Context: an optimization exercise on an open-source flow, tuned for small area, a short achievable clock period and few clock cycles per item. The choices shown serve that exercise and are no tape-out recipe.
Where RTL was checked, it was by simulation tests only, not by an equivalence proof against the original.
Only the layout flow was run in runs 1, 4 and 5; the RTL was not checked for function there.

==> flow/design.v (outline; a module is shown in full before it is edited, if it fits) <==
// module chirp_correlator: 939 lines
// module csa_fa: 4 lines
// module chirp_radar_ranger: 214 lines
module chirp_radar_ranger (
    input  wire        clk,
    input  wire        rst,
    input  wire        key_valid,
    input  wire [7:0]  key_char,
    input  wire        in_valid,
    output wire        in_ready,
    input  wire [15:0] mic,
    input  wire [31:0] now,
    output reg         out_valid,
    input  wire        out_ready,
    output wire [15:0] out_left,
    output reg         out_last,
    output reg         ev_valid,
    output reg         ev_kind,       
    output reg  [7:0]  ev_char,
    output wire [5:0]  ev_index,
    output reg  [13:0] ev_dist,       
    output wire [27:0] ev_amp
);
  // ...
==> flow/flow/run.sh <==
#!/bin/bash
# The standard layout (the standard.sh: standard synthesis, floorplan,
# placement, CTS, routing) at the design's clock period and constraints,
# with the resizer's setup repair asked to leave a margin of slack so that
# it works the paths down towards the period the design can reach.
set -euo pipefail
MARGIN=$(cat flow/margin.txt)
bash standard.sh SETUP_SLACK_MARGIN=$MARGIN finish > standard_make.log 2>&1
==> flow/flow/margin.txt <==
9.0
==> flow/standard.sh <==
#!/bin/bash
# synth_recipe.tcl (not shown) runs the flow's synth.tcl, then flattens the netlist and writes it again
# the make line also repeats each setting of config.mk as NAME=value (left out here)
make -C /OpenROAD-flow-scripts/flow DESIGN_CONFIG=/design/flow/config.mk WORK_HOME=/design/flow/orfs CLKGATE_MAP_FILE= SYNTH_SCRIPT=/design/flow/synth_recipe.tcl "${@:-finish}"
==> flow/config.mk <==
export PLATFORM = sky130hd
export DESIGN_NAME = chirp_radar_ranger
export DESIGN_NICKNAME = chirp_radar_ranger
export VERILOG_FILES = /design/flow/design.v
export SDC_FILE = /design/flow/constraint.sdc
export NUM_CORES = 4
export LEC_CHECK = 0
export CAP_MARGIN = 20
export CORE_MARGIN = 2
export CORE_UTILIZATION = 40
export SLEW_MARGIN = 20
export SYNTH_HIERARCHICAL = 1
==> flow/constraint.sdc <==
create_clock -name core_clock -period 13.0 [get_ports {clk}]
set_input_delay 2.6000 -clock core_clock [delete_from_list [all_inputs] [get_ports {clk}]]
set_output_delay 2.6000 -clock core_clock [all_outputs]
set_load 0.01 [all_outputs]
==> results by group, run 1 <==
Final layout
  – Sequential cell area share: 36.8%
  – Comb_multi_in: between 1500 and 2000
  – Post-Layout Inst Area: approximately 43000 sq um

Route
  – DRC Markers: 0
  – Vias per std cell: 5.14
  – Iter 0 DRT Violations: 1636
  – Drt pass-1 iters: 5
  – Routed wire per std cell: 23.6 um
  – Final WL: 95200 um

Timing
  – Hold_ws: 0.434 ns
  – Rel. slew slack: between 40% and 50%

Min path
  – Cells on Worst Hold Path: 2
  – Hold EP: u_corr.done

GRT
  – Largest net degree at the start of global routing: 73
  – Grt met1 use: 27.1%
  – Busiest grt layer: met2
  – Gr usage total: around a fifth

Clock network
  – Total CTS buffers: between 70 and 80
  – Clk latency of the worst-skew pair: about 0.65 ns
  – Htree depth: 3
  – Post-CTS Setup Repair Bufs: 14

Run status
  – Status: timing/DRC/antenna clean

Die
  – Top-Level Pins: 138

Logic synthesis
  – Leading area contributor after synthesis: fa_1
  – Mux share of post-synthesis cell area: 0.604%
  – Yosys cell types: 83
  – Post-synthesis async set-or-reset flop share: 0%
  – Main combinational cell family by area after synthesis: adder cells

Critical path
  – Crit-path cells: buf_6 > buf_6 > buf_2
  – R2R depth: 11
==> module chirp_radar_ranger, before the edit <==
module chirp_radar_ranger (
    input  wire        clk,
    input  wire        rst,
    input  wire        key_valid,
    input  wire [7:0]  key_char,
    input  wire        in_valid,
    output wire        in_ready,
    input  wire [15:0] mic,
    input  wire [31:0] now,
    output reg         out_valid,
    input  wire        out_ready,
    output wire [15:0] out_left,
    output reg         out_last,
    output reg         ev_valid,
    output reg         ev_kind,       
    output reg  [7:0]  ev_char,
    output wire [5:0]  ev_index,
    output reg  [13:0] ev_dist,       
    output wire [27:0] ev_amp
);
    localparam N          = 64;
    localparam R          = 16;
    localparam [23:0] TX_PERIOD_HI = 24'd1;    
    reg        rdy;             
    reg  [5:0] icnt;            
    assign in_ready = rdy;
    wire acc = in_valid && rdy;
    reg        v0;
    reg [15:0] mic0;
    reg [31:0] now0;
    reg        k0v;
    reg  [7:0] k0c;
    reg        key_pend;
    reg  [7:0] key_q;
    reg [31:0] next_tx;
    reg        armed;           
    reg  [5:0] zero_off;
    reg  [5:0] last_peak;
    reg        blk_tx;          
    reg        blk_det;         
    reg        busy;            
    reg        recal_q;         
    reg        warn_q;          
    reg  [3:0] tail;            
    reg        rep_v;           
    reg  [6:0] rep_rel;
    wire first0 = (icnt == 6'd1);
    wire last0  = (icnt == 6'd0);
    wire lagok0 = (icnt >= R) || (icnt == 6'd0);      
    wire step   = v0 && first0;
    wire fired   = (now0 >= next_tx);
    wire det_now = armed && !fired;
    wire is_r    = (key_q == 8'h72);
    wire cur_det = first0 ? det_now : blk_det;
    wire       tx_now  = step ? fired : blk_tx;
    reg  [7:0] chirp_n;         
    always @(*) begin
        case (icnt[3:0])
            4'd0:  chirp_n = 8'sd0;     4'd1:  chirp_n = 8'sd39;    4'd2:  chirp_n = 8'sd87;
            4'd3:  chirp_n = 8'sd119;   4'd4:  chirp_n = 8'sd92;    4'd5:  chirp_n = -8'sd9;
            4'd6:  chirp_n = -8'sd112;  4'd7:  chirp_n = -8'sd75;   4'd8:  chirp_n = 8'sd82;
            4'd9:  chirp_n = 8'sd86;    4'd10: chirp_n = -8'sd97;   4'd11: chirp_n = -8'sd35;
            4'd12: chirp_n = 8'sd118;   4'd13: chirp_n = -8'sd89;   4'd14: chirp_n = 8'sd8;
            default: chirp_n = 8'sd63;
        endcase
    end
    wire [7:0] left_nx = (tx_now && icnt < R) ? chirp_n : 8'd0;
    wire       last_nx = (icnt == N - 1);
    reg  [7:0] left_q;
    reg  [7:0] sk_left;
    reg        sk_last;
    assign out_left = {{8{left_q[7]}}, left_q};
    wire main_free = !out_valid || out_ready;
    always @(posedge clk) begin
        if (rst) begin
            rdy       <= 1'b0;
            out_valid <= 1'b0;
            icnt      <= 6'd0;
        end else begin
            rdy <= 1'b1;
            if (!rdy) begin
                if (main_free && out_valid) begin
                    left_q   <= sk_left;
                    out_last <= sk_last;
                end else if (out_valid) begin
                    rdy <= 1'b0;
                end
            end else if (acc) begin
                icnt <= icnt + 6'd1;
                if (main_free) begin
                    out_valid <= 1'b1;
                    left_q    <= left_nx;
                    out_last  <= last_nx;
                end else begin
                    sk_left <= left_nx;
                    sk_last <= last_nx;
                    rdy     <= 1'b0;
                end
            end else if (main_free) begin
                out_valid <= 1'b0;
            end
        end
    end
    always @(posedge clk) begin
        if (rst) begin
            v0  <= 1'b0;
            k0v <= 1'b0;
        end else begin
            v0  <= acc;
            k0v <= key_valid;
        end
        k0c  <= key_char;
        mic0 <= mic;
        now0 <= now;
    end
    wire        c_done;
    wire [5:0]  c_idx;
    wire [27:0] c_amp;
    wire        in_tail = (tail != 4'd0);
    wire        c_shift = (v0 && (first0 || blk_det)) || in_tail;
    wire [15:0] c_x     = in_tail ? 16'd0 : mic0;
    wire        c_lag   = (v0 && !first0 && blk_det && lagok0) || in_tail;
    wire        c_first = !in_tail && (icnt == R);
    wire        c_last  = (tail == 4'd1);
    assign ev_index = c_idx;
    assign ev_amp   = c_amp;
    chirp_correlator u_corr (
        .clk       (clk),
        .rst       (rst),
        .shift_en  (c_shift),
        .x         (c_x),
        .lag_v     (c_lag),
        .lag_first (c_first),
        .lag_last  (c_last),
        .done      (c_done),
        .best_idx  (c_idx),
        .best_amp  (c_amp)
    );
    always @(posedge clk) begin
        if (rst) begin
            key_pend  <= 1'b0;
            key_q     <= 8'd0;
            next_tx   <= 32'd0;
            armed     <= 1'b0;
            zero_off  <= 6'd0;
            last_peak <= 6'd0;
            blk_tx    <= 1'b0;
            blk_det   <= 1'b0;
            busy      <= 1'b0;
            recal_q   <= 1'b0;
            warn_q    <= 1'b0;
            tail      <= 4'd0;
            rep_v     <= 1'b0;
            ev_valid  <= 1'b0;
        end else begin
            ev_valid <= 1'b0;
            rep_v    <= 1'b0;
            if (step) begin
                blk_tx  <= fired;
                blk_det <= det_now;
                armed   <= fired;
                if (fired)
                    next_tx <= {now0[31:8] + TX_PERIOD_HI, now0[7:0]};
                if (det_now)
                    busy <= 1'b1;
                if (key_pend && !is_r) begin
                    ev_char <= key_q;
                    if (busy)
                        warn_q <= 1'b1;
                    else begin
                        ev_valid <= 1'b1;
                        ev_kind  <= 1'b0;
                    end
                end
                if (key_pend && is_r) begin
                    if ((busy && !rep_v) || det_now)
                        recal_q <= 1'b1;
                    else
                        zero_off <= rep_v ? c_idx : last_peak;
                end
            end
            if (v0 && last0 && blk_det)
                tail <= R - 1;
            else if (in_tail)
                tail <= tail - 4'd1;
            if (c_done) begin
                rep_v   <= 1'b1;
                rep_rel <= {1'b0, c_idx} - {1'b0, zero_off};
            end
            if (rep_v) begin
                busy      <= 1'b0;
                last_peak <= c_idx;
                ev_valid  <= 1'b1;
                ev_kind   <= 1'b1;
                ev_dist   <= {{7{rep_rel[6]}}, rep_rel} * 14'd85;
                if (recal_q) begin
                    zero_off <= c_idx;
                    recal_q  <= 1'b0;
                end
            end
            if (warn_q && !rep_v && !busy) begin
                ev_valid <= 1'b1;
                ev_kind  <= 1'b0;
                warn_q   <= 1'b0;
            end
            if (k0v) begin
                key_pend <= 1'b1;
                key_q    <= k0c;
            end else if (step) begin
                key_pend <= 1'b0;
            end
        end
    end
endmodule
==> run 2, diff against run 1 <==
--- a/flow/design.v
+++ b/flow/design.v
@@ -919,26 +919,27 @@
     reg  [25:0] amp;
     assign best_amp = {2'b00, amp};
     wire [26:0] cmp = {1'b0, w} + {1'b0, ~amp} + {26'd0, s};
     wire        gt  = cmp[26];
     reg  [5:0]  lag;
     wire        cv = fv[1], cf = ff[1], cl = fl[1];
     always @(posedge clk) begin
         if (rst) begin
-            done <= 1'b0;
+            done     <= 1'b0;
+            best_idx <= 6'd0;        
         end else begin
             done <= cv && cl;
+            if (cv && (cf || gt))
+                best_idx <= cf ? 6'd0 : lag;
         end
         if (cv) begin
             lag <= cf ? 6'd1 : lag + 6'd1;
-            if (cf || gt) begin
-                best_idx <= cf ? 6'd0 : lag;
-                amp      <= mag;
-            end
+            if (cf || gt)
+                amp <= mag;
         end
     end
 endmodule
 module csa_fa (input wire a, input wire b, input wire c, output wire s, output wire co);
     assign s  = a ^ b ^ c;
     assign co = (a & b) | (a & c) | (b & c);
 endmodule
 module chirp_radar_ranger (
@@ -973,33 +974,32 @@
     reg [31:0] now0;
     reg        k0v;
     reg  [7:0] k0c;
     reg        key_pend;
     reg  [7:0] key_q;
     reg [31:0] next_tx;
     reg        armed;           
     reg  [5:0] zero_off;
-    reg  [5:0] last_peak;
     reg        blk_tx;          
     reg        blk_det;         
     reg        busy;            
     reg        recal_q;         
     reg        warn_q;          
     reg  [3:0] tail;            
+    reg        tail_act;        
     reg        rep_v;           
-    reg  [6:0] rep_rel;
+    reg  [6:0] rep_rel;         
     wire first0 = (icnt == 6'd1);
     wire last0  = (icnt == 6'd0);
     wire lagok0 = (icnt >= R) || (icnt == 6'd0);      
     wire step   = v0 && first0;
     wire fired   = (now0 >= next_tx);
     wire det_now = armed && !fired;
     wire is_r    = (key_q == 8'h72);
-    wire cur_det = first0 ? det_now : blk_det;
     wire       tx_now  = step ? fired : blk_tx;
     reg  [7:0] chirp_n;         
     always @(*) begin
         case (icnt[3:0])
             4'd0:  chirp_n = 8'sd0;     4'd1:  chirp_n = 8'sd39;    4'd2:  chirp_n = 8'sd87;
             4'd3:  chirp_n = 8'sd119;   4'd4:  chirp_n = 8'sd92;    4'd5:  chirp_n = -8'sd9;
             4'd6:  chirp_n = -8'sd112;  4'd7:  chirp_n = -8'sd75;   4'd8:  chirp_n = 8'sd82;
             4'd9:  chirp_n = 8'sd86;    4'd10: chirp_n = -8'sd97;   4'd11: chirp_n = -8'sd35;
@@ -1048,56 +1048,57 @@
         if (rst) begin
             v0  <= 1'b0;
             k0v <= 1'b0;
         end else begin
             v0  <= acc;
             k0v <= key_valid;
         end
         k0c  <= key_char;
-        mic0 <= mic;
+        mic0 <= tail_nx ? 16'd0 : mic;
         now0 <= now;
     end
     wire        c_done;
     wire [5:0]  c_idx;
     wire [27:0] c_amp;
-    wire        in_tail = (tail != 4'd0);
+    wire        in_tail = tail_act;
+    wire        tail_go = v0 && last0 && blk_det;
+    wire        tail_nx = tail_go || (tail_act && tail != 4'd1);
     wire        c_shift = (v0 && (first0 || blk_det)) || in_tail;
-    wire [15:0] c_x     = in_tail ? 16'd0 : mic0;
     wire        c_lag   = (v0 && !first0 && blk_det && lagok0) || in_tail;
     wire        c_first = !in_tail && (icnt == R);
     wire        c_last  = (tail == 4'd1);
     assign ev_index = c_idx;
     assign ev_amp   = c_amp;
     chirp_correlator u_corr (
         .clk       (clk),
         .rst       (rst),
         .shift_en  (c_shift),
-        .x         (c_x),
+        .x         (mic0),
         .lag_v     (c_lag),
         .lag_first (c_first),
         .lag_last  (c_last),
         .done      (c_done),
         .best_idx  (c_idx),
         .best_amp  (c_amp)
     );
     always @(posedge clk) begin
         if (rst) begin
             key_pend  <= 1'b0;
             key_q     <= 8'd0;
             next_tx   <= 32'd0;
             armed     <= 1'b0;
             zero_off  <= 6'd0;
-            last_peak <= 6'd0;
             blk_tx    <= 1'b0;
             blk_det   <= 1'b0;
             busy      <= 1'b0;
             recal_q   <= 1'b0;
             warn_q    <= 1'b0;
             tail      <= 4'd0;
+            tail_act  <= 1'b0;
             rep_v     <= 1'b0;
             ev_valid  <= 1'b0;
         end else begin
             ev_valid <= 1'b0;
             rep_v    <= 1'b0;
             if (step) begin
                 blk_tx  <= fired;
                 blk_det <= det_now;
@@ -1114,39 +1115,39 @@
                         ev_valid <= 1'b1;
                         ev_kind  <= 1'b0;
                     end
                 end
                 if (key_pend && is_r) begin
                     if ((busy && !rep_v) || det_now)
                         recal_q <= 1'b1;
                     else
-                        zero_off <= rep_v ? c_idx : last_peak;
+                        zero_off <= c_idx;
                 end
             end
-            if (v0 && last0 && blk_det)
+            tail_act <= tail_nx;
+            if (tail_go)
                 tail <= R - 1;
             else if (in_tail)
                 tail <= tail - 4'd1;
             if (c_done) begin
                 rep_v   <= 1'b1;
                 rep_rel <= {1'b0, c_idx} - {1'b0, zero_off};
             end
             if (rep_v) begin
                 busy      <= 1'b0;
-                last_peak <= c_idx;
                 ev_valid  <= 1'b1;
                 ev_kind   <= 1'b1;
                 ev_dist   <= {{7{rep_rel[6]}}, rep_rel} * 14'd85;
                 if (recal_q) begin
                     zero_off <= c_idx;
                     recal_q  <= 1'b0;
                 end
             end
-            if (warn_q && !rep_v && !busy) begin
+            if (warn_q && !busy) begin
                 ev_valid <= 1'b1;
                 ev_kind  <= 1'b0;
                 warn_q   <= 1'b0;
             end
             if (k0v) begin
                 key_pend <= 1'b1;
                 key_q    <= k0c;
             end else if (step) begin
==> flow/flow/margin.txt (replaced) <==
9.3
==> flow/config.mk (replaced) <==
export PLATFORM = sky130hd
export DESIGN_NAME = chirp_radar_ranger
export DESIGN_NICKNAME = chirp_radar_ranger
export VERILOG_FILES = /design/flow/design.v
export SDC_FILE = /design/flow/constraint.sdc
export NUM_CORES = 4
export LEC_CHECK = 0
export ABC_AREA = 1
export CAP_MARGIN = 20
export CORE_MARGIN = 2
export CORE_UTILIZATION = 40
export SLEW_MARGIN = 20
export SYNTH_HIERARCHICAL = 1
==> results by group, run 2 <==
Final layout
  – Reg with most FFs: u_corr.win (unchanged)
  – Top flop regs: u_corr.win (224), next_tx (32), now0 (32) (unchanged)
  – Syn-to-layout area delta: 15.9% (was 14.1%)
  – Fin util: 46.7% (was 46.3%)
  – Commonest cells after routing, fill and taps aside: fa_1 (651), inv_1 (384), dfxtp_1 (308) (was fa_1 (669), dfxtp_1 (315), edfxtp_1 (310))
  – Filler cells: 8433 (was 8063)
  – Largest register FFs: 224 (unchanged)
  – Leading cell type in the layout, fill and taps excluded: fa_1 (unchanged)
  – Post-Layout Inst Area: 43400 sq um (was 42500 sq um)
  – Fin nets: 3960 (was 3625)
  – Diodes inserted: 0 (unchanged)
  – Share of cells above drive strength 1: 12.5% (was 8.39%)

GRT
  – First-pass GRT wire length: 141000 um (was 144000 um)
  – GR Util met3: 4.18% (was 4.24%)
  – Initial antenna violation count: 2 (was 1)
  – Largest net degree at the start of global routing: 75 (was 73)
  – Gr usage total: 20.0% (was 20.5%)
  – Grt met1 use: 25.9% (was 27.1%)
  – Global route total overflow: 0 (unchanged)
  – Met2 Usage GRT: 33.8% (was 34.4%)
  – Busiest grt layer: met2 (unchanged)
  – Number of global-route vias before repair: 22900 (about the same)

Min path
  – Worst hold path type: flip-flop to flip-flop (unchanged)

Logic synthesis
  – Post-synth EDFFs: 304 (was 310)
  – Post-synthesis async set-or-reset flop share: 0% (unchanged)
  – Post-Syn Instances: 2816 (was 2549)
  – Leading area contributor after synthesis: fa_1 (unchanged)
  – Most common cell in the synthesized netlist: fa_1 (unchanged)
  – Top cells by count, synth: fa_1 (669), inv_1 (385), dfxtp_1 (318), edfxtp_1 (304), nand2_1 (279) (was fa_1 (669), dfxtp_1 (317), edfxtp_1 (310), inv_1 (247), ha_1 (155))
  – Synth warn: 9 (unchanged)
  – Dominant cells by area after synthesis: fa_1 (36%), edfxtp_1 (24%), dfxtp_1 (17%) (was fa_1 (36%), edfxtp_1 (25%), dfxtp_1 (17%))
  – Syn avg cell area: 13.3 sq um (was 14.6 sq um)
  – Yosys cell types: 53 (was 83)
  – Synthesis-stage register bit count: 622 (was 627)
  – Main synth FF type: dfxtp_1 (unchanged)
  – Top-area cell type share of the netlist area: 35.7% (was 35.9%)
  – Post-Synthesis Cell Area: 37500 sq um (was 37300 sq um)
  – Sequential area share after synthesis: 41.3% (was 42.0%)

Clock network
  – Clk latency of the worst-skew pair: 0.64 ns (was 0.65 ns)
  – CTS tree: built (unchanged)
  – Max clock buf depth: 3 (unchanged)
  – CTS sink count: 622 (was 627)
  – Clock-pin slew on the worst setup and hold paths: 0.06 ns (about the same)
  – CTS Root Cell: clkbuf_16 (unchanged)
  – Hold-fix buffers, CTS: 0 (unchanged)
  – Htree depth: 3 (unchanged)
  – Total CTS buffers: 73 (was 74)

Timing
  – Fin Clk Skew: 0.0335 ns (was 0.0308 ns)
  – Rel. slew slack: 34.4% (was 41.3%)
  – Setup violations, final: 0 (unchanged)
  – Final setup TNS: 0 ns (unchanged)
  – Slew @ Worst Pin: 0.984 ns (was 0.879 ns)
  – Period utilization: 30.0% (was 30.6%)
  – RSZ-0062 raised after global routing: true (unchanged)
  – Fin. Hold Viols: 0 (unchanged)
  – Hold_ws: 0.406 ns (was 0.434 ns)
  – Period minus WS final: 3.90 ns (was 3.98 ns)
  – Max Transition Viols Final: 0 (unchanged)
  – Fmax: 256 MHz (was 251 MHz)

Critical path
  – WS Path Type: flip-flop to primary output (unchanged)
  – Worst R2R End: u_corr.p1_15_5 (was u_corr.p1_14_5)
  – Setup crit end: out_left[9] (was out_left[12])
  – CP endpoint kind: primary output (unchanged)
  – Critical path arrival: 1.30 ns (was 1.38 ns)
  – Critical path origin: left_q[7] (unchanged)
  – R2r startpoint: u_corr.win[2][15] (was tail[0])
  – R2R depth: 7 (was 11)
  – Worst setup SP type: flip-flop (unchanged)
  – Critical Path RT: 10.40 ns (about the same)
  – Max Fanout on Critical Path: 5 (unchanged)
  – Worst reg2reg setup slack: 9.31 ns (was 9.04 ns)

Die
  – Starting Density: 40.3% (was 40.5%)
  – Chip Height: 310 um (was 309 um)
  – Core area: 93000 sq um (was 91900 sq um)
  – Top-Level Pins: 138 (unchanged)
  – Die footprint: 96200 sq um (was 95600 sq um)
  – Die width: 310 um (was 309 um)
  – Placement row count: 112 (was 111)

Placed design
  – PortBufs: 135 (unchanged)
  – DPL Wire Length: 73400 um (was 75100 um)
  – Cell Area, Placed: 40300 sq um (was 40000 sq um)
  – Routability Congestion: 0.928 (was 0.902)

Route
  – Routed wire per std cell: 21.2 um (was 23.6 um)
  – Vias per std cell: 4.86 (was 5.14)
  – DRC Markers: 0 (unchanged)
  – Vias: 21300 (was 20800)
  – Iter 0 DRT Violations: 1456 (was 1636)
  – Final WL: 93100 um (was 95200 um)
  – Post-route ant nets: 0 (unchanged)
  – Drt pass-1 iters: 5 (unchanged)

Run status
  – Status: timing/DRC/antenna clean (unchanged)

Run
  – Max cap viols: 0 (unchanged)
## run 2: repair_timing
item                                    CTS  global route
pin swaps                                 6            16
gates resized for setup                 365            56
gates cloned                              0             0
setup buffers                            49            31
endpoints found under the setup margin  121           136
## run 2: cell type report
class | count | area [sq um] | share of cell area (%)
clock inverters | 35 | 429 | 0.988
clock buffers | 100 | 2110 | 4.87
well taps | 1254 | 1570 | 3.61
flip-flops and latches | 622 | 15500 | 35.7
inverters | 393 | 1480 | 3.40
multi-input cells | 1765 | 20500 | 47.1
repair buffers | 220 | 1860 | 4.28
## run 2: kinds of logic (layout without fill, tap and decap cells)
| family | Yosys count | in the layout | synth area share, % |
|---|---|---|---|
| AOI/OAI and AO/OA | 229 | 229 | 3.29 |
| buffers and inverters | 430 | 748 | 4.62 |
| xor gates and xnor gates | 104 | 104 | 2.55 |
| and+or+nand+nor | 606 | 606 | 7.29 |
| adders and majority gates | 824 | 824 | 40.9 |
| other | 1 | 2 | 0.0100 |
| DFF | 622 | 622 | 41.3 |
## run 2: worst min-delay path by stage
stage	start	to	cells after the start
floorplan	mic0[0]	u_corr.p1_0_3	0
global placement	u_corr.fl[0]	u_corr.fl[1]	2
detailed placement	u_corr.ff[0]	u_corr.ff[1]	2
CTS	u_corr.fl[0]	u_corr.fl[1]	2
global route	u_corr.fl[0]	u_corr.fl[1]	2
finish	u_corr.fl[0]	u_corr.fl[1]	2
## run 2: per-layer routing
layer | wire length (um) | part of all wire [%]
met5 | 13 | 0.014
met4 | 2880 | 3.1
met3 | 6520 | 7.0
met2 | 45700 | 49
met1 | 37900 | 41
## run 2: through the flow
stage / cells / setup WS (ns)
2_1_floorplan: 2817 / 9.26
3_3_place_gp: 4174 / 8.14
3_5_place_dp: 4174 / 8.16
4_1_cts: 4358 / 9.06
5_1_grt: 4389 / 9.05
6_report: 4389 / 9.10
## run 2: Yosys stat by module (local to each module, per instance)
module              area (sq um)  cells  times used
csa_fa                      20.0      1         660
chirp_correlator           15800   1241           1
chirp_radar_ranger          8510    915           1
## run 2: critical path, stage by stage, from the launching register on
cell	delay (ns)
edfxtp_1	0.41
buf_6	0.16
buf_6	0.11
Testbench counts of run 2, summed over its fixed seeds: cycles 32,776, items 32,768.
==> run 3, diff against run 2 <==
--- a/flow/config.mk
+++ b/flow/config.mk
@@ -5,7 +5,6 @@
 export SDC_FILE = /design/flow/constraint.sdc
 export NUM_CORES = 4
 export LEC_CHECK = 0
-export ABC_AREA = 1
 export CAP_MARGIN = 20
 export CORE_MARGIN = 2
 export CORE_UTILIZATION = 40
==> results by group, run 3 <==
Final layout
  – Area taken by multi-input logic gates: 20500 sq um (about the same)
  – Reg with most FFs: u_corr.win (unchanged)
  – Filler cells: 7886 (was 8433)
  – Post-Layout Inst Area: 42800 sq um (was 43400 sq um)
  – Share of cells above drive strength 1: 15.3% (was 12.5%)
  – FF/Latch Area: 15500 sq um (about the same)
  – Leading cell type in the layout, fill and taps excluded: fa_1 (unchanged)
  – Commonest cells after routing, fill and taps aside: fa_1 (636), dfxtp_1 (307), edfxtp_1 (304) (was fa_1 (651), inv_1 (384), dfxtp_1 (308))
  – Syn-to-layout area delta: 16.3% (was 15.9%)
  – Fin nets: 3601 (was 3960)
  – Top flop regs: u_corr.win (224), next_tx (32), now0 (32) (unchanged)
  – Largest register FFs: 224 (unchanged)

Timing
  – Max Transition Viols Final: 0 (unchanged)
  – Period minus WS final: 3.89 ns (was 3.90 ns)
  – Rel. slew slack: 38.8% (was 34.4%)
  – Setup violations, final: 0 (unchanged)
  – Fin Clk Skew: 0.0352 ns (was 0.0335 ns)
  – Slew @ Worst Pin: 0.918 ns (was 0.984 ns)
  – Period utilization: 30.0% (about the same)
  – Fmax: 257 MHz (was 256 MHz)
  – RSZ-0062 raised after global routing: true (unchanged)
  – Fin. Hold Viols: 0 (unchanged)
  – PnR worst setup slack: 9.11 ns (was 9.10 ns)
  – Final setup TNS: 0 ns (unchanged)

Logic synthesis
  – Post-Syn Instances: 2460 (was 2816)
  – Syn avg cell area: 14.9 sq um (was 13.3 sq um)
  – Post-synth EDFFs: 304 (unchanged)
  – Synthesis-stage register bit count: 622 (unchanged)
  – Most common cell in the synthesized netlist: fa_1 (unchanged)
  – Yosys cell types: 76 (was 53)
  – Top cells by count, synth: fa_1 (669), dfxtp_1 (318), edfxtp_1 (304), inv_1 (251), ha_1 (155) (was fa_1 (669), inv_1 (385), dfxtp_1 (318), edfxtp_1 (304), nand2_1 (279))
  – Main synth FF type: dfxtp_1 (unchanged)
  – Post-Synthesis Cell Area: 36800 sq um (was 37500 sq um)
  – Leading area contributor after synthesis: fa_1 (unchanged)
  – Top-area cell type share of the netlist area: 36.4% (was 35.7%)
  – Post-synthesis async set-or-reset flop share: 0% (unchanged)
  – Dominant cells by area after synthesis: fa_1 (36%), edfxtp_1 (25%), dfxtp_1 (17%) (was fa_1 (36%), edfxtp_1 (24%), dfxtp_1 (17%))
  – Synth warn: 9 (unchanged)
  – Sequential area share after synthesis: 42.1% (was 41.3%)

Die
  – Core area: 91400 sq um (was 93000 sq um)
  – Starting Density: 40.2% (was 40.3%)
  – Die width: 307 um (was 310 um)
  – Chip Height: 307 um (was 310 um)
  – Top-Level Pins: 138 (unchanged)
  – Placement row count: 111 (was 112)
  – Die footprint: 94400 sq um (was 96200 sq um)

Critical path
  – Crit-path max cell delay: 0.41 ns (about the same)
  – Worst reg2reg setup slack: 9.23 ns (was 9.31 ns)
  – Max Fanout on Critical Path: 5 (unchanged)
  – Worst setup SP type: flip-flop (unchanged)
  – Critical path arrival: 1.29 ns (was 1.30 ns)
  – Worst R2R End: u_corr.p1_15_5 (unchanged)
  – Critical path's most frequent cell: buf_6 (unchanged)
  – CP endpoint kind: primary output (unchanged)
  – R2R depth: 7 (unchanged)
  – WS Path Type: flip-flop to primary output (unchanged)
  – Critical path origin: left_q[7] (unchanged)
  – Critical Path RT: 10.40 ns (about the same)
  – Setup crit end: out_left[14] (was out_left[9])
  – Crit path max-delay cell type: edfxtp_1 (unchanged)
  – Crit-path cells: buf_6 > buf_6 (unchanged)
  – R2r startpoint: u_corr.win[2][8] (was u_corr.win[2][15])

Clock network
  – CTS tree: built (unchanged)
  – Max clock buf depth: 3 (unchanged)
  – Htree depth: 3 (unchanged)
  – CTS sink count: 622 (unchanged)
  – Clock-pin slew on the worst setup and hold paths: 0.06 ns (about the same)
  – CTS Root Cell: clkbuf_16 (unchanged)
  – Hold-fix buffers, CTS: 0 (unchanged)
  – Total CTS buffers: 72 (was 73)
  – Clk latency of the worst-skew pair: 0.63 ns (was 0.64 ns)

Placed design
  – Cell Area, Placed: 39500 sq um (was 40300 sq um)
  – DPL Wire Length: 71200 um (was 73400 um)
  – Pre-CTS setup slack: 8.39 ns (was 8.16 ns)
  – PortBufs: 135 (unchanged)
  – Routability Congestion: 0.889 (was 0.928)

Route
  – DRC Markers: 0 (unchanged)
  – Drt pass-1 iters: 7 (was 5)
  – Post-route ant nets: 0 (unchanged)
  – Vias: 20000 (was 21300)
  – Final WL: 91300 um (was 93100 um)
  – Routed wire per std cell: 23.0 um (was 21.2 um)
  – Iter 0 DRT Violations: 1399 (was 1456)
  – Vias per std cell: 5.04 (was 4.86)

Min path
  – Worst hold path type: flip-flop to flip-flop (unchanged)
  – HP Start: u_corr.fl[1] (was u_corr.fl[0])

Run
  – Max cap viols: 0 (unchanged)

GRT
  – Global route total overflow: 0 (unchanged)
  – First-pass GRT wire length: 137000 um (was 141000 um)
  – Number of global-route vias before repair: 22100 (was 22900)
  – Largest net degree at the start of global routing: 81 (was 75)
  – Initial antenna violation count: 5 (was 2)
  – Gr usage total: 19.7% (was 20.0%)

Run status
  – Status: timing/DRC/antenna clean (unchanged)
run 3: cell types whose count changed after synthesis, sizes merged, moves of 21 or more:
| cell | delta |
|---|---|
| and2 | +21 |
| nand2 | -224 |
| nor2 | -73 |
| a211oi | +31 |
| nand3 | -42 |
| xnor2 | +24 |
| mux2i | +31 |
| inv | -142 |
| o21ai | -41 |
| and3 | +22 |
| nor2b | +22 |
| a21oi | -55 |
run 3: worst min path at each step:
stage | end | slack, ns | cells after the start
3_3_place_gp | u_corr.done | 0.43 | 2
3_5_place_dp | u_corr.ff[1] | 0.43 | 1
6_report | u_corr.done | 0.43 | 2
2_1_floorplan | u_corr.p1_0_3 | 0.36 | 0
5_1_grt | u_corr.fv[1] | 0.46 | 1
4_1_cts | u_corr.done | 0.44 | 2
run 3: cells by family after synthesis:
kind of cell,count (synthesis),synth area share (%)
other,1,0.0102
AOI/OAI and AO/OA,217,4.25
and+or+nand+nor,340,4.68
adders and majority gates,824,41.7
DFF,622,42.1
xor gates and xnor gates,118,2.81
buffers and inverters,298,3.28
muxes,40,1.12
run 3: metrics by stage:
stage	util [%]	hold slack, ns	cells
CTS	46.4	0.437	3937
floorplan	-	0.361	2461
detailed placement	43.2	0.426	3741
finish	46.8	0.430	3962
global placement	43.2	0.432	3741
global route	46.8	0.460	3960
run 3: Yosys stat by module, one instance, submodules excluded:
module / flops+latches / copies in the design / cells / cell area [sq um]
chirp_correlator: 440 / 1 / 1031 / 15200
chirp_radar_ranger: 182 / 1 / 769 / 8340
csa_fa: 0 / 660 / 1 / 20.0
run 3: area by class of cell:
type / count / share of cell area [%]
antenna: 2 / 0.0117
tap: 1186 / 3.47
inverter: 252 / 2.23
clock inverter: 28 / 0.705
multi-input combinational: 1542 / 48.0
sequential: 622 / 36.3
timing repair buffer: 226 / 4.40
clock buffer: 104 / 4.91
run 3: timing repair:
| action | 4_1_cts | 5_1_grt |
|---|---|---|
| gates cloned | 0 | 1 |
| buffers inserted | 64 | 22 |
| setup endpoints to repair | 160 | 214 |
| resized for setup | 412 | 48 |
| pin swaps | 40 | 42 |
run 3: critical path: cells and delay by family (launching register included):
family,cells,cell delay (ns)
buffers and inverters,2,0.27
DFF,1,0.41
run 3: metal layers:
metal / wire length [um] / global-route usage (%) / vias to the layer above / share of wire, %
met3: 6930 / 5.37 / 165 / 7.6
met1: 38100 / 25.7 / 10500 / 42
li1: - / - / 8667 / -
met4: 2500 / 5.71 / 4 / 2.7
met5: 23 / 0 / - / 0.025
met2: 43800 / 32.5 / 677 / 48
==> run 4, diff against run 3 <==
--- a/flow/design.v
+++ b/flow/design.v
@@ -986,8 +986,6 @@
     reg        warn_q;          
     reg  [3:0] tail;            
     reg        tail_act;        
-    reg        rep_v;           
-    reg  [6:0] rep_rel;         
     wire first0 = (icnt == 6'd1);
     wire last0  = (icnt == 6'd0);
     wire lagok0 = (icnt >= R) || (icnt == 6'd0);      
@@ -1068,6 +1066,8 @@
     wire        c_last  = (tail == 4'd1);
     assign ev_index = c_idx;
     assign ev_amp   = c_amp;
+    wire [6:0]  rel   = {1'b0, c_idx} - {1'b0, zero_off};
+    wire [13:0] rel14 = {{7{rel[6]}}, rel};
     chirp_correlator u_corr (
         .clk       (clk),
         .rst       (rst),
@@ -1094,11 +1094,9 @@
             warn_q    <= 1'b0;
             tail      <= 4'd0;
             tail_act  <= 1'b0;
-            rep_v     <= 1'b0;
             ev_valid  <= 1'b0;
         end else begin
             ev_valid <= 1'b0;
-            rep_v    <= 1'b0;
             if (step) begin
                 blk_tx  <= fired;
                 blk_det <= det_now;
@@ -1117,7 +1115,7 @@
                     end
                 end
                 if (key_pend && is_r) begin
-                    if ((busy && !rep_v) || det_now)
+                    if ((busy && !c_done) || det_now)
                         recal_q <= 1'b1;
                     else
                         zero_off <= c_idx;
@@ -1129,14 +1127,10 @@
             else if (in_tail)
                 tail <= tail - 4'd1;
             if (c_done) begin
-                rep_v   <= 1'b1;
-                rep_rel <= {1'b0, c_idx} - {1'b0, zero_off};
-            end
-            if (rep_v) begin
                 busy      <= 1'b0;
                 ev_valid  <= 1'b1;
                 ev_kind   <= 1'b1;
-                ev_dist   <= {{7{rep_rel[6]}}, rep_rel} * 14'd85;
+                ev_dist   <= rel14 * 14'd85;
                 if (recal_q) begin
                     zero_off <= c_idx;
                     recal_q  <= 1'b0;
==> results by group, run 4 <==
Run status
  – Status: timing/DRC/antenna clean (unchanged)

Route
  – DRC Markers: 0 (unchanged)
  – Routed wire per std cell: 23.2 um (was 23.0 um)
  – Vias: 20300 (was 20000)
  – Iter 0 DRT Violations: 1485 (was 1399)
  – Vias per std cell: 5.08 (was 5.04)
  – Post-route ant nets: 0 (unchanged)
  – Drt pass-1 iters: 7 (unchanged)
  – Final WL: 92800 um (was 91300 um)

Logic synthesis
  – Top cells by count, synth: fa_1 (668), dfxtp_1 (317), edfxtp_1 (297), inv_1 (251), ha_1 (152) (was fa_1 (669), dfxtp_1 (318), edfxtp_1 (304), inv_1 (251), ha_1 (155))
  – Compound-Gate Fraction of Synth Area: 4.54% (was 4.25%)
  – Synthesis-stage register bit count: 614 (was 622)
  – Main synth FF type: dfxtp_1 (unchanged)
  – Post-Synthesis Cell Area: 36400 sq um (was 36800 sq um)
  – Post-Synth XOR/XNOR Area: 2.81% (about the same)
  – Leading area contributor after synthesis: fa_1 (unchanged)
  – Yosys cell types: 76 (unchanged)
  – Dominant cells by area after synthesis: fa_1 (37%), edfxtp_1 (24%), dfxtp_1 (17%) (was fa_1 (36%), edfxtp_1 (25%), dfxtp_1 (17%))
  – Sequential area share after synthesis: 41.9% (was 42.1%)
  – Top-area cell type share of the netlist area: 36.7% (was 36.4%)
  – Most common cell in the synthesized netlist: fa_1 (unchanged)
  – Mux share of post-synthesis cell area: 0.694% (was 1.12%)
  – Post-synthesis simple-gate area fraction: 4.85% (was 4.68%)
  – Post-synth EDFFs: 297 (was 304)
  – Post-Syn Instances: 2479 (was 2460)
  – Main combinational cell family by area after synthesis: adder cells (unchanged)
  – Synth warn: 9 (unchanged)
  – Synth Area in Adders: 41.9% (was 41.7%)
  – Syn avg cell area: 14.7 sq um (was 14.9 sq um)
  – Post-synthesis async set-or-reset flop share: 0% (unchanged)

Final layout
  – Post-Layout Inst Area: 43000 sq um (was 42800 sq um)
  – Largest register FFs: 224 (unchanged)
  – Leading cell type in the layout, fill and taps excluded: fa_1 (unchanged)
  – Fin nets: 3643 (was 3601)
  – Reg with most FFs: u_corr.win (unchanged)
  – Share of cells above drive strength 1: 16.5% (was 15.3%)
  – Diodes inserted: 0 (was 2)
  – Commonest cells after routing, fill and taps aside: fa_1 (638), dfxtp_1 (305), edfxtp_1 (297) (was fa_1 (636), dfxtp_1 (307), edfxtp_1 (304))
  – Top flop regs: u_corr.win (224), next_tx (32), now0 (32) (unchanged)
  – Syn-to-layout area delta: 17.9% (was 16.3%)

GRT
  – Largest net degree at the start of global routing: 78 (was 81)
  – Global route total overflow: 0 (unchanged)
  – Gr usage total: 20.2% (was 19.7%)
  – Initial antenna violation count: 6 (was 5)
  – First-pass GRT wire length: 139000 um (was 137000 um)
  – Number of global-route vias before repair: 22400 (was 22100)

Critical path
  – Worst setup SP type: flip-flop (unchanged)
  – WS Path Type: flip-flop to flip-flop (was flip-flop to primary output)
  – Critical path arrival: 4.64 ns (was 1.29 ns)
  – Max Fanout on Critical Path: 2 (was 5)
  – Crit-path max cell delay: 0.56 ns (was 0.41 ns)
  – Crit-path cells: inv_2 > ha_4 > inv_4 > fa_2 > a21o_1 > a21oi_2 > o21bai_1 > a21oi_2 > fa_1 > fa_2 > ha_4 > ha_4 > buf_4 > buf_6 > a21o_1 > a21oi_4 > o21ai_2 > a21oi_2 > o21ai_1 > xor2_1 (was buf_6 > buf_6)
  – Critical Path RT: 13.37 ns (was 10.40 ns)
  – CP endpoint kind: flip-flop (was primary output)
  – Crit path max-delay cell type: fa_2 (was edfxtp_1)

Clock network
  – CTS Root Cell: clkbuf_16 (unchanged)
  – Clock-pin slew on the worst setup and hold paths: 0.06 ns (about the same)
  – Clk latency of the worst-skew pair: 0.62 ns (was 0.63 ns)
  – Htree depth: 3 (unchanged)
  – CTS sink count: 614 (was 622)
  – Total CTS buffers: 70 (was 72)
  – CTS tree: built (unchanged)
  – Max clock buf depth: 3 (unchanged)

Timing
  – Period utilization: 32.8% (was 30.0%)
  – Hold_ws: 0.435 ns (was 0.430 ns)
  – Fin Clk Skew: 0.0211 ns (was 0.0352 ns)
  – Period minus WS final: 4.27 ns (was 3.89 ns)
  – Final setup TNS: 0 ns (unchanged)
  – Max Transition Viols Final: 0 (unchanged)
  – Slew @ Worst Pin: 1.01 ns (was 0.918 ns)
  – RSZ-0062 raised after global routing: true (unchanged)
  – Fin. Hold Viols: 0 (unchanged)
  – Fmax: 234 MHz (was 257 MHz)
  – Setup violations, final: 0 (unchanged)
  – Rel. slew slack: 32.5% (was 38.8%)

Die
  – Die footprint: 93500 sq um (was 94400 sq um)
  – Top-Level Pins: 138 (unchanged)
  – Starting Density: 40.4% (was 40.2%)
  – Die width: 306 um (was 307 um)
  – Chip Height: 306 um (was 307 um)
  – Placement row count: 110 (was 111)
  – Core area: 90100 sq um (was 91400 sq um)

Min path
  – Worst hold path type: flip-flop to flip-flop (unchanged)

Placed design
  – Cell Area, Placed: 39300 sq um (was 39500 sq um)
  – PortBufs: 135 (unchanged)
  – DPL Wire Length: 71800 um (was 71200 um)
  – Routability Congestion: 0.879 (was 0.889)

Run
  – Max cap viols: 0 (unchanged)
## run 4: changes by cell type after synthesis, sizes merged, moves of 10 or more
cell	before	now
a21oi	66	98
a211oi	33	13
nand2	65	81
a311oi	1	20
o21ai	43	55
nor3	14	24
nor2	103	72
## run 4: stage by stage
step,setup WS [ns],std cells,util (%)
after floorplan,8.93,2480,-
after global placement,8.25,3747,43.6
after detailed placement,8.28,3747,43.6
after CTS,8.66,3965,47.1
after global routing,8.59,3996,47.7
final,8.73,3996,47.7
## run 4: critical path: cells and delay by family (launching register included)
family	cells	cell delay [ns]
flip-flops	1	0.34
XOR/XNOR	1	0.16
AO/OA/AOI/OAI	9	1.28
adder cells (fa/ha/maj)	6	1.90
buffers and inverters	4	0.33
## run 4: area by class of cell
cell class / count / area, sq um
timing repair buffer: 257 / 2130
fill: 7608 / 47200
clock inverter: 27 / 365
inverter: 253 / 956
sequential: 614 / 15300
multi-input combinational: 1566 / 20600
clock buffer: 103 / 2140
tap: 1176 / 1470
## run 4: repair_timing
item | 4_1_cts | 5_1_grt
gates cloned | 2 | 1
endpoints found under the hold margin | 0 | 0
setup buffers | 86 | 30
hold buffers | 0 | 0
endpoints found under the setup margin | 329 | 144
pin swaps | 51 | 60
gates resized for setup | 384 | 86
## run 4: kinds of logic (layout without fill, tap and decap cells)
family          count (synthesis)  in the layout
fa+ha+maj                     820            820
buf+inv                       303            640
compound gates                256            256
mux                            25             25
xor+xnor                      117            117
simple gates                  343            346
other cells                     1              2
flops                         614            614
## run 4: final timing paths
kind                                    startpoint           to  slack [ns]  cells after the start
worst min register to register        u_corr.fl[1]  u_corr.done        0.44                      2
worst max-delay path            u_corr.best_idx[0]  ev_dist[12]        8.73                     20
worst max register to register  u_corr.best_idx[0]  ev_dist[12]        8.73                     20
worst min-delay path                  u_corr.fl[1]  u_corr.done        0.44                      2
## run 4: metal layers
metal / wire [um] / GRT usage [%]
met5: 13 / 0
met4: 2950 / 6.70
met3: 7030 / 5.13
met2: 43400 / 32.4
met1: 39400 / 27.0
## run 4: Yosys stat by module (local to each module, per instance)
module	times used	area [sq um]	cells inside	flops+latches
csa_fa	660	20.0	1	0
chirp_correlator	1	15200	1031	440
chirp_radar_ranger	1	8020	788	174
==> run 5, diff against run 4 <==
==> flow/flow/margin.txt (replaced) <==
9.7
==> results by group, run 5 <==
Final layout
  – Fin nets: 3652 (was 3643)
  – Top flop regs: u_corr.win (224), next_tx (32), now0 (32) (unchanged)
  – Post-Layout Inst Area: 43400 sq um (was 43000 sq um)
  – Filler cells: 7666 (was 7608)
  – Leading cell type in the layout, fill and taps excluded: fa_1 (unchanged)
  – Largest register FFs: 224 (unchanged)
  – Share of cells above drive strength 1: 21.3% (was 16.5%)
  – Reg with most FFs: u_corr.win (unchanged)
  – Commonest cells after routing, fill and taps aside: fa_1 (542), dfxtp_1 (302), edfxtp_1 (297) (was fa_1 (638), dfxtp_1 (305), edfxtp_1 (297))
  – Syn-to-layout area delta: 19.2% (was 17.9%)

Logic synthesis
  – Main synth FF type: dfxtp_1 (unchanged)
  – Post-Syn Instances: 2479 (unchanged)
  – Synth warn: 9 (unchanged)
  – Dominant cells by area after synthesis: fa_1 (37%), edfxtp_1 (24%), dfxtp_1 (17%) (unchanged)
  – Sequential area share after synthesis: 41.9% (unchanged)
  – Top cells by count, synth: fa_1 (668), dfxtp_1 (317), edfxtp_1 (297), inv_1 (251), ha_1 (152) (unchanged)
  – Post-synthesis async set-or-reset flop share: 0% (unchanged)
  – Yosys cell types: 76 (unchanged)
  – Post-Synthesis Cell Area: 36400 sq um (unchanged)
  – Most common cell in the synthesized netlist: fa_1 (unchanged)
  – Leading area contributor after synthesis: fa_1 (unchanged)
  – Synthesis-stage register bit count: 614 (unchanged)
  – Post-synth EDFFs: 297 (unchanged)
  – Syn avg cell area: 14.7 sq um (unchanged)
  – Top-area cell type share of the netlist area: 36.7% (unchanged)

Timing
  – Period utilization: 32.6% (was 32.8%)
  – Setup violations, final: 0 (unchanged)
  – Slew @ Worst Pin: 0.918 ns (was 1.01 ns)
  – Period minus WS final: 4.23 ns (was 4.27 ns)
  – Max Transition Viols Final: 0 (unchanged)
  – Rel. slew slack: 38.8% (was 32.5%)
  – Fin. Hold Viols: 0 (unchanged)
  – RSZ-0062 raised after global routing: true (unchanged)
  – Final setup TNS: 0 ns (unchanged)
  – Fmax: 236 MHz (was 234 MHz)
  – Fin Clk Skew: 0.0260 ns (was 0.0211 ns)

Critical path
  – Critical path buffers and inverters: 2 (was 4)
  – WS Path Type: flip-flop to flip-flop (unchanged)
  – Worst setup SP type: flip-flop (unchanged)
  – Crit path max-delay cell type: fa_1 (was fa_2)
  – Critical path arrival: 4.59 ns (was 4.64 ns)
  – Crit path max-delay family: adder cells (unchanged)
  – Crit-path max cell delay: 0.48 ns (was 0.56 ns)
  – CP endpoint kind: flip-flop (unchanged)
  – Critical Path RT: 13.36 ns (was 13.37 ns)
  – Max Fanout on Critical Path: 3 (was 2)
  – Critical path's most frequent cell: ha_4
  – Crit-path cells: inv_2 > ha_4 > inv_2 > fa_2 > a21o_1 > a21oi_2 > o21bai_1 > a21oi_2 > fa_1 > fa_1 > ha_4 > ha_4 > and3b_1 > o21a_1 > o21ai_2 > a21boi_2 > o21ai_2 > nor2b_4 > xnor2_1 (was inv_2 > ha_4 > inv_4 > fa_2 > a21o_1 > a21oi_2 > o21bai_1 > a21oi_2 > fa_1 > fa_2 > ha_4 > ha_4 > buf_4 > buf_6 > a21o_1 > a21oi_4 > o21ai_2 > a21oi_2 > o21ai_1 > xor2_1)

Clock network
  – CTS tree: built (unchanged)
  – Clock-pin slew on the worst setup and hold paths: 0.06 ns (about the same)
  – CTS sink count: 614 (unchanged)
  – Total CTS buffers: 71 (was 70)
  – Hold-fix buffers, CTS: 0 (unchanged)
  – Clk latency of the worst-skew pair: 0.63 ns (was 0.62 ns)
  – CTS Root Cell: clkbuf_16 (unchanged)
  – Max clock buf depth: 3 (unchanged)
  – Htree depth: 3 (unchanged)

GRT
  – Initial antenna violation count: 1 (was 6)
  – Number of global-route vias before repair: 22300 (was 22400)
  – Gr usage total: 20.0% (was 20.2%)
  – Largest net degree at the start of global routing: 83 (was 78)
  – First-pass GRT wire length: 139000 um (about the same)
  – Global route total overflow: 0 (unchanged)

Die
  – Die footprint: 93500 sq um (unchanged)
  – Die width: 306 um (unchanged)
  – Starting Density: 40.4% (unchanged)
  – Core area: 90100 sq um (unchanged)
  – Placement row count: 110 (unchanged)
  – Chip Height: 306 um (unchanged)
  – Top-Level Pins: 138 (unchanged)

Run
  – Max cap viols: 0 (unchanged)

Route
  – Vias: 20500 (was 20300)
  – Drt pass-1 iters: 5 (was 7)
  – DRC Markers: 0 (unchanged)
  – Routed wire per std cell: 23.1 um (was 23.2 um)
  – Vias per std cell: 5.12 (was 5.08)
  – Post-route ant nets: 0 (unchanged)
  – Final WL: 92400 um (was 92800 um)
  – Iter 0 DRT Violations: 1429 (was 1485)

Placed design
  – Routability Congestion: 0.888 (was 0.879)
  – PortBufs: 135 (unchanged)
  – Cell Area, Placed: 39500 sq um (was 39300 sq um)
  – DPL Wire Length: 71600 um (was 71800 um)

Run status
  – Status: timing/DRC/antenna clean (unchanged)

Min path
  – Worst hold path type: flip-flop to flip-flop (unchanged)
[run 5: cell counts after synthesis]
No cell type changed its count.
[run 5: worst paths after layout]
path                      start          end  slack [ns]  cells past startpoint
max          u_corr.best_idx[0]  ev_dist[11]        8.77                     19
min reg2reg        u_corr.fl[1]  u_corr.done        0.43                      2
max reg2reg  u_corr.best_idx[0]  ev_dist[11]        8.77                     19
min                u_corr.fl[1]  u_corr.done        0.43                      2
[run 5: cell families after synthesis]
group	count (synthesis)	share of synthesized area [%]
other	1	0.0103
xor gates and xnor gates	117	2.81
adders and majority gates	820	41.9
DFF	614	41.9
muxes	25	0.694
AOI/OAI and AO/OA	256	4.54
buffers and inverters	303	3.29
and+or+nand+nor	343	4.85
[run 5: modules after synthesis (local to each module, per instance)]
| module | area [sq um] | cells | copies in the design | flops+latches |
|---|---|---|---|---|
| chirp_correlator | 15200 | 1031 | 1 | 440 |
| chirp_radar_ranger | 8020 | 788 | 1 | 174 |
| csa_fa | 20.0 | 1 | 660 | 0 |
[run 5: what timing repair did]
action,in CTS,in global routing
setup buffers,84,42
pin swaps,83,98
gates resized for setup,454,106
endpoints found under the setup margin,287,307
cloned,2,0
[run 5: per-layer routing]
metal,track usage [%],routed length (um),vias to the layer above,share of wire (%)
met1,27.5,39200,10800,42
met5,0,8,-,0.0087
met3,4.40,7080,133,7.7
li1,-,-,8838,-
met2,32.4,44200,699,48
met4,5.06,1950,2,2.1
[run 5: through the flow]
stage                     std cells  setup slack (ns)  hold WS [ns]  utilization, %
after floorplan                2480              8.93         0.361               -
after global placement         3746              8.23         0.415            43.8
after detailed placement       3746              8.16         0.415            43.8
after CTS                      3964              8.70         0.431            47.4
after global routing           4006              8.60         0.435            48.2
final                          4007              8.77         0.431            48.2
[run 5: area by class of cell]
| class | instances | area (sq um) | area share [%] |
|---|---|---|---|
| multi-input combinational | 1565 | 21000 | 48.4 |
| timing repair buffer | 266 | 2290 | 5.28 |
| tap | 1176 | 1470 | 3.39 |
| sequential | 614 | 15300 | 35.2 |
| clock inverter | 30 | 263 | 0.605 |
| antenna | 1 | 2.50 | 0.00576 |
| clock buffer | 102 | 2120 | 4.88 |
| inverter | 253 | 953 | 2.20 |
[run 5: worst min-delay path, stage by stage, from the launching register on]
cell and delay (ns):
dfxtp_1 0.30, nand2_1 0.05, nor2_1 0.03
==> run 6, diff against run 5 <==
--- a/flow/design.v
+++ b/flow/design.v
@@ -986,6 +986,8 @@
     reg        warn_q;          
     reg  [3:0] tail;            
     reg        tail_act;        
+    reg        rep_v;           
+    reg  [6:0] rep_rel;         
     wire first0 = (icnt == 6'd1);
     wire last0  = (icnt == 6'd0);
     wire lagok0 = (icnt >= R) || (icnt == 6'd0);      
@@ -1066,8 +1068,6 @@
     wire        c_last  = (tail == 4'd1);
     assign ev_index = c_idx;
     assign ev_amp   = c_amp;
-    wire [6:0]  rel   = {1'b0, c_idx} - {1'b0, zero_off};
-    wire [13:0] rel14 = {{7{rel[6]}}, rel};
     chirp_correlator u_corr (
         .clk       (clk),
         .rst       (rst),
@@ -1094,9 +1094,11 @@
             warn_q    <= 1'b0;
             tail      <= 4'd0;
             tail_act  <= 1'b0;
+            rep_v     <= 1'b0;
             ev_valid  <= 1'b0;
         end else begin
             ev_valid <= 1'b0;
+            rep_v    <= 1'b0;
             if (step) begin
                 blk_tx  <= fired;
                 blk_det <= det_now;
@@ -1115,7 +1117,7 @@
                     end
                 end
                 if (key_pend && is_r) begin
-                    if ((busy && !c_done) || det_now)
+                    if ((busy && !rep_v) || det_now)
                         recal_q <= 1'b1;
                     else
                         zero_off <= c_idx;
@@ -1127,10 +1129,14 @@
             else if (in_tail)
                 tail <= tail - 4'd1;
             if (c_done) begin
+                rep_v   <= 1'b1;
+                rep_rel <= {1'b0, c_idx} - {1'b0, zero_off};
+            end
+            if (rep_v) begin
                 busy      <= 1'b0;
                 ev_valid  <= 1'b1;
                 ev_kind   <= 1'b1;
-                ev_dist   <= rel14 * 14'd85;
+                ev_dist   <= {{7{rep_rel[6]}}, rep_rel} * 14'd85;
                 if (recal_q) begin
                     zero_off <= c_idx;
                     recal_q  <= 1'b0;
==> flow/flow/run.sh (replaced) <==
#!/bin/bash
# The standard layout (the standard.sh: the standard synthesis,
# floorplan, placement, CTS, routing) at the design's clock period and
# constraints, with two settings passed on to ORFS:
#  - SETUP_SLACK_MARGIN: the resizer's setup repair aims for this much
#    slack, so it works the paths down towards the period the design can
#    reach rather than stopping once the design's period is met;
#  - BUFFER_PORTS_ARGS: the cell used for the buffer every port gets.
# The make output goes to standard_make.log; ORFS's own logs are kept under
# orfs/logs.
set -euo pipefail
MARGIN=$(cat flow/margin.txt)
PORTBUF=$(cat flow/portbuf.txt)
bash standard.sh "SETUP_SLACK_MARGIN=$MARGIN" "BUFFER_PORTS_ARGS=-buffer_cell $PORTBUF" finish > standard_make.log 2>&1
==> flow/flow/margin.txt (replaced) <==
8.9
==> flow/flow/portbuf.txt (new file) <==
sky130_fd_sc_hd__buf_2
--- a/flow/config.mk
+++ b/flow/config.mk
@@ -8,5 +8,7 @@
 export CAP_MARGIN = 20
 export CORE_MARGIN = 2
 export CORE_UTILIZATION = 40
+export CTS_CLUSTER_DIAMETER = 80
+export CTS_CLUSTER_SIZE = 24
 export SLEW_MARGIN = 20
 export SYNTH_HIERARCHICAL = 1
==> results by group, run 6 <==
Clock network
  – Total CTS buffers: 41 (was 71)
  – Clock-pin slew on the worst setup and hold paths: 0.09 ns (was 0.06 ns)
  – CTS tree: built (unchanged)
  – Clk latency of the worst-skew pair: 0.62 ns (was 0.63 ns)
  – CTS Root Cell: clkbuf_16 (unchanged)
  – CTS sink count: 622 (was 614)
  – Htree depth: 2 (was 3)
  – Max clock buf depth: 3 (unchanged)
  – Post-CTS Setup Repair Bufs: 0 (was 84)

Logic synthesis
  – Synth warn: 9 (unchanged)
  – Syn avg cell area: 14.9 sq um (was 14.7 sq um)
  – Top cells by count, synth: fa_1 (669), dfxtp_1 (318), edfxtp_1 (304), inv_1 (251), ha_1 (155) (was fa_1 (668), dfxtp_1 (317), edfxtp_1 (297), inv_1 (251), ha_1 (152))
  – Yosys cell types: 76 (unchanged)
  – Dominant cells by area after synthesis: fa_1 (36%), edfxtp_1 (25%), dfxtp_1 (17%) (was fa_1 (37%), edfxtp_1 (24%), dfxtp_1 (17%))
  – Leading area contributor after synthesis: fa_1 (unchanged)
  – Post-synth EDFFs: 304 (was 297)
  – Most common cell in the synthesized netlist: fa_1 (unchanged)
  – Main synth FF type: dfxtp_1 (unchanged)
  – Post-Synthesis Cell Area: 36800 sq um (was 36400 sq um)
  – Sequential area share after synthesis: 42.1% (was 41.9%)
  – Top-area cell type share of the netlist area: 36.4% (was 36.7%)
  – Post-synthesis async set-or-reset flop share: 0% (unchanged)
  – Synthesis-stage register bit count: 622 (was 614)
  – Post-Syn Instances: 2460 (was 2479)

Critical path
  – WS Path Type: flip-flop to flip-flop (unchanged)
  – Critical Path RT: 13.49 ns (was 13.36 ns)
  – R2R depth: 13 (was 19)
  – Worst setup SP type: flip-flop (unchanged)
  – Max Fanout on Critical Path: 3 (unchanged)
  – CP endpoint kind: flip-flop (unchanged)
  – Critical path arrival: 4.47 ns (was 4.59 ns)

Die
  – Top-Level Pins: 138 (unchanged)
  – Chip Height: 307 um (was 306 um)
  – Die width: 307 um (was 306 um)
  – Starting Density: 40.2% (was 40.4%)
  – Core area: 91400 sq um (was 90100 sq um)
  – Die footprint: 94400 sq um (was 93500 sq um)
  – Placement row count: 111 (was 110)

GRT
  – Largest net degree at the start of global routing: 77 (was 83)
  – First-pass GRT wire length: 132000 um (was 139000 um)
  – Number of global-route vias before repair: 21400 (was 22300)
  – Initial antenna violation count: 5 (was 1)
  – Global route total overflow: 0 (unchanged)
  – Gr usage total: 18.9% (was 20.0%)

Route
  – Post-route ant nets: 0 (unchanged)
  – Top sig layer: met5 (unchanged)
  – DRC Markers: 0 (unchanged)
  – Routed wl met3: 7930 um (was 7080 um)
  – Post-Route M1 WL: 36200 um (was 39200 um)
  – Final WL: 87400 um (was 92400 um)
  – Routed wire per std cell: 22.9 um (was 23.1 um)
  – Met2 routed wirelength: 40800 um (was 44200 um)
  – Iter 0 DRT Violations: 1433 (was 1429)
  – Vias: 19300 (was 20500)
  – Drt pass-1 iters: 5 (unchanged)
  – Vias per std cell: 5.06 (was 5.12)

Placed design
  – PortBufs: 135 (unchanged)
  – DPL Wire Length: 70800 um (was 71600 um)
  – Dpl cells: 3741 (was 3746)
  – Routability Congestion: 0.900 (was 0.888)

Min path
  – Worst hold path type: flip-flop to flip-flop (unchanged)
  – Cells on Worst Hold Path: 2 (unchanged)

Timing
  – Fin. Hold Viols: 0 (unchanged)
  – Final setup TNS: 0 ns (unchanged)
  – Period utilization: 30.6% (was 32.6%)
  – Slew @ Worst Pin: 1.05 ns (was 0.918 ns)
  – Fmax: 251 MHz (was 236 MHz)
  – RSZ-0062 raised after global routing: true (unchanged)
  – Setup violations, final: 0 (unchanged)
  – Fin Clk Skew: 0.0331 ns (was 0.0260 ns)
  – Period minus WS final: 3.98 ns (was 4.23 ns)
  – Rel. slew slack: 29.8% (was 38.8%)
  – Max Transition Viols Final: 0 (unchanged)

Final layout
  – Top flop regs: u_corr.win (224), next_tx (32), now0 (32) (unchanged)
  – Share of cells above drive strength 1: 10.7% (was 21.3%)
  – Syn-to-layout area delta: 9.67% (was 19.2%)
  – Leading cell type in the layout, fill and taps excluded: fa_1 (unchanged)
  – Commonest cells after routing, fill and taps aside: fa_1 (668), dfxtp_1 (316), edfxtp_1 (304) (was fa_1 (542), dfxtp_1 (302), edfxtp_1 (297))
  – Final non-filler cell total: 3818 (was 4007)
  – Reg with most FFs: u_corr.win (unchanged)
  – Fin nets: 3483 (was 3652)
  – Largest register FFs: 224 (unchanged)

Run
  – Max cap viols: 0 (unchanged)

Run status
  – Status: timing/DRC/antenna clean (unchanged)
## run 6: final cells by class
type	count	area (sq um)
fill	8086	51100
sequential	622	15500
clock buffer	52	1160
multi-input combinational	1541	20200
timing repair buffer	140	719
tap	1186	1480
antenna	1	2.50
clock inverter	24	333
inverter	252	946
## run 6: logic make-up after synthesis
family / after synthesis / share of synthesized area, %
AOI/OAI and AO/OA: 217 / 4.25
DFF: 622 / 42.1
xor gates and xnor gates: 118 / 2.81
other: 1 / 0.0102
buffers and inverters: 298 / 3.28
adders and majority gates: 824 / 41.7
and+or+nand+nor: 340 / 4.68
muxes: 40 / 1.12
## run 6: worst max-delay path, stage by stage (launching register included)
cell,delay [ns]
dfxtp_1,0.32
fa_1,0.50
fa_1,0.55
inv_1,0.06
fa_1,0.53
inv_1,0.07
ha_1,0.33
a211oi_2,0.28
o211ai_1,0.18
nand3_2,0.16
o21ai_2,0.11
a31o_2,0.30
a221o_1,0.34
xor2_1,0.14
## run 6: layer usage
metal  up-vias  track usage [%]
li1       8409                -
met1     10100             24.8
met2       663             30.4
met3       138             5.95
met4         6             5.16
met5         -                0
## run 6: worst paths after layout
path | endpoint | slack (ns) | startpoint
hold / removal | u_corr.done | 0.43 | u_corr.fl[1]
hold reg to reg | u_corr.done | 0.43 | u_corr.fl[1]
setup / recovery | u_corr.corr[25] | 9.02 | u_corr.p1_1_2
setup reg to reg | u_corr.corr[25] | 9.02 | u_corr.p1_1_2
## run 6: timing repair
action                                  CTS  global route
hold buffers                              0             0
gates resized for setup                   7            11
pin swaps                                 1             1
endpoints found under the setup margin   26            48
## run 6: per-module statistics from Yosys (local to each module, per instance)
module	cells inside	copies in the design	cell area, sq um
csa_fa	1	660	20.0
chirp_correlator	1031	1	15200
chirp_radar_ranger	769	1	8340
## run 6: through the flow
stage                     hold WS [ns]  utilization (%)  worst slack (ns)  area [sq um]
after floorplan                  0.361                -              8.95         36800
after global placement           0.419             42.4              8.16         38800
after detailed placement         0.417             42.4              8.09         38800
after CTS                        0.431             44.1              8.77         40300
after global routing             0.442             44.1              8.82         40300
final                            0.428             44.1              9.02         40300
Testbench counts of run 6, summed over its fixed seeds: cycles 32,776, items 32,768.

-- what the ideal ports hide --
No port has a modelled driver above. Below, the same layouts with a new extraction and two added sets of constraints.
Step 1 (the two cells are an assumption about what drives the block):
set clk [get_ports {clk}]
set_driving_cell -lib_cell sky130_fd_sc_hd__clkbuf_16 $clk
set_driving_cell -lib_cell sky130_fd_sc_hd__buf_2 [delete_from_list [all_inputs] $clk]
Step 2 times the ports against the registers' clock, not the clock port: input delays grow and output delays shrink by t, the midpoint of the rising clock arrivals with the driver on.
Three values: ideal ports, drivers, drivers and shift; two values: the first two.
run	shift t [ns]	slack for setup (ns)	worst setup path at the end	cell pins on the clock port's net
run 1	0.699	9.017 / 8.950 / 8.445	input to register	1
run 2	0.692	9.101 / 9.035 / 8.759	input to register	1
run 3	0.689	9.106 / 9.034 / 8.754	input to register	1
run 4	0.677	8.734 / 8.734 / 8.734	register to register	1
run 5	0.685	8.768 / 8.768 / 8.768	register to register	1
run 6	0.663	9.018 / 9.018 / 8.431	input to register	1
After both steps every run listed still meets setup and hold. The setup slack of run 6, which loses most, moves by 0.000 ns with the drivers and by -0.587 ns with both steps.
